From an optimization exercise on the open Yosys and OpenROAD flow, aimed at small area, a short achievable clock period and few clock cycles per item; shortcuts taken in it are not production practice. Function was checked by simulation only, so behaviour that the tests miss may differ from the original. No activity file was given, so power comes from the tool's default toggle rates.

== cedar ==
==> flow/design.v (excerpt) <==
module sweep_decoder (
    input  wire        clk,
    input  wire        rst,
    input  wire [16:0] tap0,
    input  wire [16:0] tap1,
    input  wire        in_valid,
    output wire        in_ready,
    input  wire [7:0]  in_data,
    output wire        out_valid,
    input  wire        out_ready,
    output wire [63:0] out_chips,
    output reg  [7:0]  out_nsym,
    output reg         out_ovf,
    output reg         out_excl,
    output reg         out_skip0,
    output wire        out_found,
    output wire        out_poly,
    output wire [3:0]  out_offset,
    output wire [5:0]  out_window,
    output wire [2:0]  out_thr,
    output wire [5:0]  out_dist0,
    output wire [5:0]  out_dist1
);
Size: roughly 2900 cells after synthesis, about 470 flip-flops, about 150 I/O pins, ~25000 um2 of cells after synthesis.
==> module sd_matcher, before the edit <==
module sd_matcher (
    input  wire        clk,
    input  wire        rst,
    input  wire [16:0] tap0,
    input  wire [16:0] tap1,
    input  wire [63:0] chips_in,
    input  wire        start,
    input  wire        zap,         
    output reg         busy,
    output reg  [63:0] chips,
    output reg         found,
    output reg         poly,
    output reg  [3:0]  offset,
    output reg  [5:0]  window,
    output reg  [2:0]  thr,
    output reg  [5:0]  dist0,
    output reg  [5:0]  dist1
);
    reg        pass2;
    reg        run1;        
    reg [5:0]  tau;         
    reg        act;         
    reg [16:0] l0, l1, z0, z1;
    reg        s2v;         
    reg        g0, g1;      
    reg [7:0]  e0, e1;
    reg [2:0]  d0 [0:8];
    reg [2:0]  d1 [0:8];
    reg [2:0]  rq;          
    function [2:0] hq;      
        input [2:0] q;
        begin
            case (q)
                3'd0:    hq = 3'd4;
                3'd1:    hq = 3'd3;
                3'd2:    hq = 3'd2;
                default: hq = 3'd1;
            endcase
        end
    endfunction
    function [5:0] endq;    
        input [2:0] q;
        begin
            case (q)
                3'd0:    endq = 6'd47;
                3'd1:    endq = 6'd38;
                3'd2:    endq = 6'd29;
                3'd3:    endq = 6'd20;
                default: endq = 6'd11;
            endcase
        end
    endfunction
    wire [3:0] so   = found ? offset : 4'd1;      
    wire [5:0] send = endq(rq);                   
    wire y0 = ^(l0 & tap0);
    wire y1 = ^(l1 & tap1);
    reg [8:0] x0, x1;
    integer o, m;
    always @(*) begin
        for (o = 0; o < 9; o = o + 1) begin
            x0[o] = g0;
            x1[o] = g1;
            for (m = 0; m < o; m = m + 1) begin
                x0[o] = x0[o] ^ (e0[m] & z0[m+1]);
                x1[o] = x1[o] ^ (e1[m] & z1[m+1]);
            end
        end
    end
    wire sx0 = x0[so];
    wire sx1 = x1[so];
    reg  sb0, sb1;
    reg       chk;
    reg [2:0] grp;
    reg [2:0] grp_n;
    reg       chk_n;
    always @(*) begin
        chk_n = 1'b1;
        case (tau)
            6'd47:   grp_n = 3'd0;
            6'd38:   grp_n = 3'd1;
            6'd29:   grp_n = 3'd2;
            6'd20:   grp_n = 3'd3;
            6'd11:   grp_n = 3'd4;
            default: begin grp_n = 3'd4; chk_n = 1'b0; end
        endcase
    end
    wire [2:0] h = hq(grp);
    reg [8:0] mt;
    always @(*) begin
        for (o = 0; o < 9; o = o + 1)
            mt[o] = (d0[o] != d1[o]) &&
                    (((d0[o] < d1[o]) ? d0[o] : d1[o]) <= h) &&
                    (grp != 3'd4 || o < 2);
    end
    reg [8:0] mtr, hpr;
    reg       chk2;
    reg [2:0] grp2;
    always @(posedge clk) begin
        for (o = 0; o < 9; o = o + 1) begin
            mtr[o] <= mt[o];
            hpr[o] <= (d1[o] < d0[o]);
        end
        grp2 <= grp;
    end
    reg       hit, hp;
    reg [3:0] ho;
    always @(*) begin
        hit = 1'b0; ho = 4'd1; hp = 1'b0;
        for (o = 8; o >= 0; o = o - 1)
            if (mtr[o]) begin
                hit = 1'b1; ho = o; hp = hpr[o];
            end
    end
    reg  fin, fin0;         
    wire done2 = s2v && pass2 && tau == send;
    reg  done3;             
    wire ld    = start || fin;
    always @(posedge clk) begin
        if (rst || zap) begin
            busy <= 1'b0;
            run1 <= 1'b0;
            s2v  <= 1'b0;
            chk  <= 1'b0;
            chk2 <= 1'b0;
            fin0 <= 1'b0;
            fin  <= 1'b0;
            done3 <= 1'b0;
        end else if (start) begin
            busy  <= 1'b1;
            pass2 <= 1'b0;
            run1  <= 1'b1;
            s2v   <= 1'b0;
            chk   <= 1'b0;
            chk2  <= 1'b0;
            fin0  <= 1'b0;
            fin   <= 1'b0;
            done3 <= 1'b0;
        end else begin
            chk  <= !pass2 && s2v && chk_n;
            chk2 <= chk;
            fin0 <= !pass2 && s2v && tau == 6'd47;
            fin  <= fin0;
            done3 <= done2;
            if (done3) busy <= 1'b0;
            if (fin) begin
                pass2 <= 1'b1;
                run1  <= 1'b1;
            end else if (run1 && tau == 6'd46) begin
                run1 <= 1'b0;
            end
            s2v <= run1;
            if (done2) begin
                run1 <= 1'b0;
                s2v  <= 1'b0;
            end
        end
    end
    always @(posedge clk) begin
        if (ld) begin
            tau <= 6'd0;
            act <= start ? chips_in[46] : chips[46];
            l0  <= start ? chips_in[63:47] : chips[63:47];
            l1  <= start ? chips_in[63:47] : chips[63:47];
            z0  <= 17'd1;
            z1  <= 17'd1;
        end else if (run1) begin
            tau <= tau + 6'd1;
            act <= chips[6'd45 - tau];
            l0  <= {l0[15:0], y0};
            l1  <= {l1[15:0], y1};
            z0  <= {z0[15:0], ^(z0 & tap0)};
            z1  <= {z1[15:0], ^(z1 & tap1)};
        end
        g0 <= y0 ^ act;
        g1 <= y1 ^ act;
    end
    always @(posedge clk) begin
        grp <= grp_n;
        if (start) begin
            for (o = 0; o < 9; o = o + 1) begin
                d0[o] <= 3'd0;
                d1[o] <= 3'd0;
            end
        end else if (s2v) begin
            for (o = 0; o < 9; o = o + 1) begin
                if (tau > o) begin
                    if (d0[o] != 3'd7) d0[o] <= d0[o] + {2'd0, x0[o]};
                    if (d1[o] != 3'd7) d1[o] <= d1[o] + {2'd0, x1[o]};
                end
                if (o < 8 && tau == o + 1) begin
                    e0[o] <= x0[o];
                    e1[o] <= x1[o];
                end
            end
        end
        sb0 <= !zap && s2v && pass2 && tau > {2'd0, so} && sx0;
        sb1 <= !zap && s2v && pass2 && tau > {2'd0, so} && sx1;
        if (zap || fin) begin
            dist0 <= 6'd0;
            dist1 <= 6'd0;
        end else begin
            dist0 <= dist0 + {5'd0, sb0};
            dist1 <= dist1 + {5'd0, sb1};
        end
    end
    always @(posedge clk) begin
        if (zap || (chk2 && !hit && grp2 == 3'd4)) begin
            found  <= 1'b0;
            poly   <= 1'b0;
            offset <= 4'd2;
            rq     <= 3'd4;
            thr    <= 3'd1;
        end else if (chk2 && hit) begin
            found  <= 1'b1;
            poly   <= hp;
            offset <= ho;
            rq     <= grp2;
            thr    <= hq(grp2);
        end
        if (zap)        window <= 6'd9;
        else if (pass2) window <= found ? send - {2'd0, offset} : 6'd9;
        if (zap)        chips <= 64'd0;
        else if (start) chips <= chips_in;
    end
endmodule
clock: 10.0 ns
lec_check: 0
cap_margin: 20
core_margin: 2
core_utilization: 60
setup_slack_margin: 5
slew_margin: 20
run.sh (not shown) runs the stock make flow with config.mk's settings and CLKGATE_MAP_FILE= SYNTH_SCRIPT=/design/flow/synth_recipe.tcl, a recipe that flattens the netlist after the stock synthesis.
Testbench counts of cedar, summed over its fixed seeds: cycles 13,478, items 96.
diff inputs: cedar => amber
--- a/flow/design.v
+++ b/flow/design.v
@@ -353,11 +353,11 @@
                 3'd3:    endq = 6'd20;
                 default: endq = 6'd11;
             endcase
         end
     endfunction
-    wire [3:0] so   = found ? offset : 4'd1;      
+    reg  [3:0] so;                                
     wire [5:0] send = endq(rq);                   
     wire y0 = ^(l0 & tap0);
     wire y1 = ^(l1 & tap1);
     reg [8:0] x0, x1;
     integer o, m;
@@ -512,22 +512,23 @@
         if (zap || (chk2 && !hit && grp2 == 3'd4)) begin
             found  <= 1'b0;
             poly   <= 1'b0;
             offset <= 4'd2;
             rq     <= 3'd4;
+            so     <= 4'd1;
             thr    <= 3'd1;
+            window <= 6'd9;
         end else if (chk2 && hit) begin
             found  <= 1'b1;
             poly   <= hp;
             offset <= ho;
             rq     <= grp2;
+            so     <= ho;
             thr    <= hq(grp2);
+            window <= endq(grp2) - {2'd0, ho};
         end
-        if (zap)        window <= 6'd9;
-        else if (pass2) window <= found ? send - {2'd0, offset} : 6'd9;
-        if (zap)        chips <= 64'd0;
-        else if (start) chips <= chips_in;
+        if (zap || start) chips <= chips_in;
     end
 endmodule
 module sweep_decoder (
     input  wire        clk,
     input  wire        rst,
### Flow results
In amber, first-iteration DRC count is lower than in cedar. Lower number of instances in the synthesized netlist among amber and cedar: amber. cedar reports its slowest cell on the critical path as clkdlybuf4s50_1 while amber reports ha_1. amber ends up with a maximum frequency that is 20% lower than in cedar. Taking cedar as 1.0, amber lands at 1.3 on power per cell area. Looking at number of non-filler instances in the completed layout, amber sits below cedar. Of amber and cedar, amber shows the lower layout net count, with cedar above it. The source-to-sink clock delay at the later pin of the worst-skew pair of amber and that of cedar are within noise of each other. Overall power after layout for amber is higher than for cedar.
Testbench counts of amber, summed over its fixed seeds: cycles 13,478, items 96.

## port drivers added, routing unchanged
No port has a modelled driver above. Below, the same layouts with a new extraction and two added sets of constraints. Step 1 assumes that a clkbuf_16 drives the clock port and a buf_2 every other input. Step 2 adds t to the input delays and takes it off the output delays; t is the mean of the earliest and latest rising clock arrival at the registers after step 1. Input paths then give back, and output paths get back, about the clock's delay inside the block. a / b / c = ideal ports / drivers / drivers and shift; a / b = the first two.
run	t, ns	setup WS [ns]	worst setup path at the end	latest minus earliest clock arrival (ns)	slew at the worst register clock pin (ns)
cedar	0.651	6.199 / 6.142 / 5.883	input to register	0.021 / 0.022	0.06 / 0.06
amber	0.654	5.236 / 5.236 / 5.236	register to register	0.020 / 0.020	0.07 / 0.07
After both steps every run listed still meets setup and hold. For cedar, which loses most, drivers alone change the setup slack by -0.057 ns; drivers and shift together by -0.316 ns.
